This is an optimization exercise on Yosys and OpenROAD, whose aim is small area, a short achievable clock period and few clock cycles, not a production implementation.
The RTL was checked by simulation tests, not by an equivalence proof against the original design.
Power figures rest on the tool's default switching activity, not on a simulated workload.

==> run a: inputs <==
// gorilla_enc
module gorilla_enc (
    input  wire        clk,
    input  wire        rst,
    input  wire        in_valid,
    output wire        in_ready,
    input  wire [1:0]  in_op,
    input  wire [31:0] in_ts,
    input  wire [63:0] in_val,
    output wire        out_valid,
    input  wire        out_ready,
    output wire [63:0] out_data,
    output wire        out_last,
    output wire [3:0]  out_nbytes
);
==> flow/config.mk <==
export PLATFORM = sky130hd
export DESIGN_NAME = gorilla_enc
export DESIGN_NICKNAME = gorilla_enc
export VERILOG_FILES = /design/flow/design.v
export SDC_FILE = /design/flow/constraint.sdc
export NUM_CORES = 4
export LEC_CHECK = 0
export CAP_MARGIN = 60
export CORE_MARGIN = 2
export CORE_UTILIZATION = 25
export SLEW_MARGIN = 60
export SETUP_SLACK_MARGIN = 10.5
==> flow/constraint.sdc <==
create_clock -name core_clock -period 15.0 [get_ports {clk}]
set_input_delay 3.0000 -clock core_clock [delete_from_list [all_inputs] [get_ports {clk}]]
set_output_delay 3.0000 -clock core_clock [all_outputs]
set_load 0.01 [all_outputs]
standard.sh (not shown) runs the stock make flow with config.mk's settings and CLKGATE_MAP_FILE= SYNTH_SCRIPT=/design/flow/synth_recipe.tcl, a recipe that flattens the netlist after the stock synthesis.
==> flow/flow/run.sh <==
#!/bin/bash
set -e
cd "$(dirname "$0")/.."
cp config.mk config.mk.orig
echo "export SETUP_SLACK_MARGIN = 10.5" >> config.mk
bash standard.sh > standard_flow.log 2>&1
==> run b (differences from run a) <==
--- a/flow/design.v
+++ b/flow/design.v
@@ -243,28 +243,32 @@
                         ({49{t_3}} & {16'd0, pf_rec, 20'd0}) |
                         ({49{t_4}} & {36'd0, pf_rec});
     wire [48:0] hdr_push = {ts_rec, 13'd0} | pf_at;
     wire [7:0] tl = ({8{tcb[0]}} & 8'd1) | ({8{tcb[1]}} & 8'd9) | ({8{tcb[2]}} & 8'd12) |
                     ({8{tcb[3]}} & 8'd16) | ({8{tcb[4]}} & 8'd36);
     wire [7:0] p8 = {2'b00, pos};
-    wire [7:0] s_z  = add8x4(p8, tl, 8'd1, 8'd0, 1'b0);
-    wire [7:0] s_r  = add8x4(p8, tl, {1'b0, win_len}, 8'd2, 1'b0);
-    wire [7:0] s_n  = add8x4(p8, tl, {1'b0, sig}, 8'd13, 1'b0);
+    wire [7:0] pt = add8(p8, tl, 1'b0);                
+    wire [7:0] vl_r = add8({1'b0, win_len}, 8'd2, 1'b0);
+    wire [7:0] vl_n = add8({1'b0, sig}, 8'd13, 1'b0);
+    wire [7:0] vd_r = add8(8'd2, ~{3'b000, win_l}, 1'b1);
+    wire [7:0] vd_n = add8(8'd13, ~{3'b000, lz_c}, 1'b1);
+    wire [7:0] s_z  = add8(pt, 8'd1, 1'b0);
+    wire [7:0] s_r  = add8(pt, vl_r, 1'b0);
+    wire [7:0] s_n  = add8(pt, vl_n, 1'b0);
     wire [7:0] s_f  = add8(p8, 8'd78, 1'b0);
-    wire [7:0] q_r  = add8x4(p8, tl, 8'd2, 8'd0, 1'b0);
-    wire [7:0] q_n  = add8x4(p8, tl, 8'd13, 8'd0, 1'b0);
+    wire [7:0] q_r  = add8(pt, 8'd2, 1'b0);
+    wire [7:0] q_n  = add8(pt, 8'd13, 1'b0);
     wire [7:0] q_f  = add8(p8, 8'd14, 1'b0);
-    wire [7:0] r_r  = add8x4(p8, tl, ~{3'b000, win_l}, 8'd2, 1'b1);
-    wire [7:0] r_n  = add8x4(p8, tl, ~{3'b000, lz_c}, 8'd13, 1'b1);
+    wire [7:0] r_r  = add8(pt, vd_r, 1'b0);
+    wire [7:0] r_n  = add8(pt, vd_n, 1'b0);
     wire [7:0] sum   = ({8{v_f}} & s_f) | ({8{v_z}} & s_z) | ({8{v_r}} & s_r) | ({8{v_n}} & s_n);
     wire [6:0] q_nx  = ({7{v_f}} & q_f[6:0]) | ({7{v_z}} & s_z[6:0]) |
                        ({7{v_r}} & q_r[6:0]) | ({7{v_n}} & q_n[6:0]);
     wire [5:0] ra_nx = ({6{v_f}} & q_f[5:0]) | ({6{v_r}} & r_r[5:0]) | ({6{v_n}} & r_n[5:0]);
     wire [7:0] fs8   = add8({2'b00, pos}, 8'd44, 1'b0);
-    wire [6:0] fsum  = fs8[6:0];                       
-    wire       fmore = fsum[6] && (fsum[5:3] != 3'd0);  
+    wire       fmore = fs8[6] && (fs8[5:3] != 3'd0);   
     always @(posedge clk) begin
         if (!stall) begin
             if (kb_init) begin
                 win_valid <= 1'b0;
                 pos       <= 6'd32;
             end
@@ -283,14 +287,12 @@
     reg [48:0] hdr2;
     reg [63:0] x2;
     reg [5:0]  cnt2;        
     reg [6:0]  q2;          
     reg [5:0]  ra2;         
     reg [1:0]  c2;          
-    reg        l1;          
-    reg [3:0]  nb1, nb2;
     wire [1:0] c_nx = kb_fin ? (fmore ? 2'd2 : 2'd1) : kb_push ? sum[7:6] : 2'd0;
     always @(posedge clk) begin
         if (rst) begin
             k2 <= K_NONE;
             c2 <= 2'd0;
         end else if (!stall) begin
@@ -301,24 +303,25 @@
             hdr2 <= kb_init ? {db, 17'd0} :
                     kb_fin  ? {4'hF, 32'hFFFFFFFF, 13'd0} : hdr_push;
             x2   <= xb;
             cnt2 <= pos;
             q2   <= q_nx;
             ra2  <= ra_nx;
-            l1   <= kb_fin && !fmore;
-            nb1  <= fsum[6:3];
-            nb2  <= {1'b0, fsum[5:3]};
         end
     end
     reg [63:0] acc;         
     reg [63:0] o_data, s1_data;
     reg        o_last, s1_last;
     reg [3:0]  o_nb, s1_nb;
     wire k_push = (k2 == K_PUSH);
     wire k_fin  = (k2 == K_FINISH);
     wire k_init = (k2 == K_INIT);
+    wire [7:0] fp8 = add8({2'b00, cnt2}, 8'd44, 1'b0);
+    wire       l1  = k_fin && !c2[1];     
+    wire [3:0] nb1 = fp8[6:3];
+    wire [3:0] nb2 = {1'b0, fp8[5:3]};
     function [63:0] rotr64;
         input [63:0] v;
         input [5:0]  r;
         reg   [63:0] t;
         begin
             t = v;
==> flow/flow/run.sh (replaced) <==
#!/bin/bash
set -e
cd "$(dirname "$0")/.."
cp config.mk config.mk.orig
echo "export SETUP_SLACK_MARGIN = 10.6" >> config.mk
echo "export BUFFER_PORTS_ARGS = -buffer_cell sky130_fd_sc_hd__buf_1" >> config.mk
bash standard.sh > standard_flow.log 2>&1
Settings changed: BUFFER_PORTS_ARGS set to -buffer_cell sky130_fd_sc_hd__buf_1, CAP_MARGIN 60 to 40, CORE_UTILIZATION 25 to 45, CTS_CLUSTER_DIAMETER set to 80, CTS_CLUSTER_SIZE set to 30, PLACE_DENSITY set to 0.8, SETUP_SLACK_MARGIN 10.5 to 10.6, SLEW_MARGIN 60 to 40.
==> run c (differences from run a) <==
--- a/flow/design.v
+++ b/flow/design.v
@@ -243,28 +243,32 @@
                         ({49{t_3}} & {16'd0, pf_rec, 20'd0}) |
                         ({49{t_4}} & {36'd0, pf_rec});
     wire [48:0] hdr_push = {ts_rec, 13'd0} | pf_at;
     wire [7:0] tl = ({8{tcb[0]}} & 8'd1) | ({8{tcb[1]}} & 8'd9) | ({8{tcb[2]}} & 8'd12) |
                     ({8{tcb[3]}} & 8'd16) | ({8{tcb[4]}} & 8'd36);
     wire [7:0] p8 = {2'b00, pos};
-    wire [7:0] s_z  = add8x4(p8, tl, 8'd1, 8'd0, 1'b0);
-    wire [7:0] s_r  = add8x4(p8, tl, {1'b0, win_len}, 8'd2, 1'b0);
-    wire [7:0] s_n  = add8x4(p8, tl, {1'b0, sig}, 8'd13, 1'b0);
+    wire [7:0] pt = add8(p8, tl, 1'b0);                
+    wire [7:0] vl_r = add8({1'b0, win_len}, 8'd2, 1'b0);
+    wire [7:0] vl_n = add8({1'b0, sig}, 8'd13, 1'b0);
+    wire [7:0] vd_r = add8(8'd2, ~{3'b000, win_l}, 1'b1);
+    wire [7:0] vd_n = add8(8'd13, ~{3'b000, lz_c}, 1'b1);
+    wire [7:0] s_z  = add8(pt, 8'd1, 1'b0);
+    wire [7:0] s_r  = add8(pt, vl_r, 1'b0);
+    wire [7:0] s_n  = add8(pt, vl_n, 1'b0);
     wire [7:0] s_f  = add8(p8, 8'd78, 1'b0);
-    wire [7:0] q_r  = add8x4(p8, tl, 8'd2, 8'd0, 1'b0);
-    wire [7:0] q_n  = add8x4(p8, tl, 8'd13, 8'd0, 1'b0);
+    wire [7:0] q_r  = add8(pt, 8'd2, 1'b0);
+    wire [7:0] q_n  = add8(pt, 8'd13, 1'b0);
     wire [7:0] q_f  = add8(p8, 8'd14, 1'b0);
-    wire [7:0] r_r  = add8x4(p8, tl, ~{3'b000, win_l}, 8'd2, 1'b1);
-    wire [7:0] r_n  = add8x4(p8, tl, ~{3'b000, lz_c}, 8'd13, 1'b1);
+    wire [7:0] r_r  = add8(pt, vd_r, 1'b0);
+    wire [7:0] r_n  = add8(pt, vd_n, 1'b0);
     wire [7:0] sum   = ({8{v_f}} & s_f) | ({8{v_z}} & s_z) | ({8{v_r}} & s_r) | ({8{v_n}} & s_n);
     wire [6:0] q_nx  = ({7{v_f}} & q_f[6:0]) | ({7{v_z}} & s_z[6:0]) |
                        ({7{v_r}} & q_r[6:0]) | ({7{v_n}} & q_n[6:0]);
     wire [5:0] ra_nx = ({6{v_f}} & q_f[5:0]) | ({6{v_r}} & r_r[5:0]) | ({6{v_n}} & r_n[5:0]);
     wire [7:0] fs8   = add8({2'b00, pos}, 8'd44, 1'b0);
-    wire [6:0] fsum  = fs8[6:0];                       
-    wire       fmore = fsum[6] && (fsum[5:3] != 3'd0);  
+    wire       fmore = fs8[6] && (fs8[5:3] != 3'd0);   
     always @(posedge clk) begin
         if (!stall) begin
             if (kb_init) begin
                 win_valid <= 1'b0;
                 pos       <= 6'd32;
             end
@@ -283,14 +287,12 @@
     reg [48:0] hdr2;
     reg [63:0] x2;
     reg [5:0]  cnt2;        
     reg [6:0]  q2;          
     reg [5:0]  ra2;         
     reg [1:0]  c2;          
-    reg        l1;          
-    reg [3:0]  nb1, nb2;
     wire [1:0] c_nx = kb_fin ? (fmore ? 2'd2 : 2'd1) : kb_push ? sum[7:6] : 2'd0;
     always @(posedge clk) begin
         if (rst) begin
             k2 <= K_NONE;
             c2 <= 2'd0;
         end else if (!stall) begin
@@ -301,24 +303,25 @@
             hdr2 <= kb_init ? {db, 17'd0} :
                     kb_fin  ? {4'hF, 32'hFFFFFFFF, 13'd0} : hdr_push;
             x2   <= xb;
             cnt2 <= pos;
             q2   <= q_nx;
             ra2  <= ra_nx;
-            l1   <= kb_fin && !fmore;
-            nb1  <= fsum[6:3];
-            nb2  <= {1'b0, fsum[5:3]};
         end
     end
     reg [63:0] acc;         
     reg [63:0] o_data, s1_data;
     reg        o_last, s1_last;
     reg [3:0]  o_nb, s1_nb;
     wire k_push = (k2 == K_PUSH);
     wire k_fin  = (k2 == K_FINISH);
     wire k_init = (k2 == K_INIT);
+    wire [7:0] fp8 = add8({2'b00, cnt2}, 8'd44, 1'b0);
+    wire       l1  = k_fin && !c2[1];     
+    wire [3:0] nb1 = fp8[6:3];
+    wire [3:0] nb2 = {1'b0, fp8[5:3]};
     function [63:0] rotr64;
         input [63:0] v;
         input [5:0]  r;
         reg   [63:0] t;
         begin
             t = v;
==> flow/flow/run.sh (replaced) <==
#!/bin/bash
set -e
cd "$(dirname "$0")/.."
cp config.mk config.mk.orig
echo "export SETUP_SLACK_MARGIN = 10.6" >> config.mk
bash standard.sh > standard_flow.log 2>&1
Settings changed: CAP_MARGIN 60 to 40, CTS_CLUSTER_DIAMETER set to 80, CTS_CLUSTER_SIZE set to 30, SETUP_SLACK_MARGIN 10.5 to 10.6, SLEW_MARGIN 60 to 40.
==> run notes <==
Outcome: run c timing/DRC/antenna clean; run b timing/DRC/antenna clean; run a timing/DRC/antenna clean
Syn Inst Count: run c 4,566; run b 4,566; run a 4,655
Multiplexer area fraction after synthesis: run c 13.4%; run b 13.4%; run a 13.3%
DR WL met2: run c 70,700 um; run b 65,700 um; run a 71,100 um
Reg power frac: run c 43.8%; run b 45.5%; run a 38.7%
Met3 layer wire length in the routed design: run c 11,800 um; run b 14,700 um; run a 13,200 um
Largest vdd supply drop: run c 0.0898 mV; run b 0.0902 mV; run a 0.0875 mV
Worst slew pin tran: run c 974 ps; run b 961 ps; run a 704 ps
FP Rows: run c 158; run b 117; run a 159
Arrival time of the worst setup path: run c 1350 ps; run b 4780 ps; run a 1410 ps
Non-Clock Buffer Count: run c 267; run b 275; run a 288
Tap cells: run c 2,480; run b 1,368; run a 2,495
Area of the core region: run c 0.185 mm^2; run b 0.102 mm^2; run a 0.188 mm^2
TritonCTS Buffers: run c 50; run b 43; run a 83
Longest individual stage delay on the worst path: run c 380 ps; run b 450 ps; run a 430 ps
Yosys top cell area share: run c 41.5%; run b 41.5%; run a 41.0%
Filler instances: run c 19,160; run b 9,111; run a 19,317
Netlist area before placement: run c 0.0465 mm^2; run b 0.0465 mm^2; run a 0.0474 mm^2
Wire length after detailed routing: run c 160,000 um; run b 148,000 um; run a 166,000 um
Area share of and/or/nand/nor cells after synthesis: run c 13.2%; run b 13.2%; run a 12.9%
Number of post-CTS setup repair buffers: run c 3; run b 11; run a 9
Testbench counts of run a, summed over its fixed seeds: cycles 16,346.
Testbench counts of run b, summed over its fixed seeds: cycles 16,346.
Testbench counts of run c, summed over its fixed seeds: cycles 16,346.

-- static timing again, ports no longer ideal --
The results above use ideal ports. As a check the final layouts listed here were re-extracted and re-timed, cells and wires unchanged. Step 1 sets driving cells, clkbuf_16 on the clock port and buf_2 on the other inputs (assumed; they add their load-dependent delay and slew). Step 2 adds t to the input delays and takes it off the output delays; t is the mean of the earliest and latest rising clock arrival at the registers after step 1. Input paths then give back, and output paths get back, about the clock's delay inside the block. Three values: ideal, step 1, step 2; two values: the first two.
| run | t, ns | slack for setup (ns) | slew at the worst register clock pin (ns) |
|---|---|---|---|
| run a | 0.766 | 10.587 / 10.514 / 9.969 | 0.07 / 0.07 |
| run b | 0.718 | 10.633 / 10.633 / 9.975 | 0.12 / 0.12 |
| run c | 0.748 | 10.654 / 10.581 / 9.870 | 0.12 / 0.12 |
After both steps every run listed still meets setup and hold. For run c, which loses most, drivers alone change the setup slack by -0.073 ns; drivers and shift together by -0.784 ns.
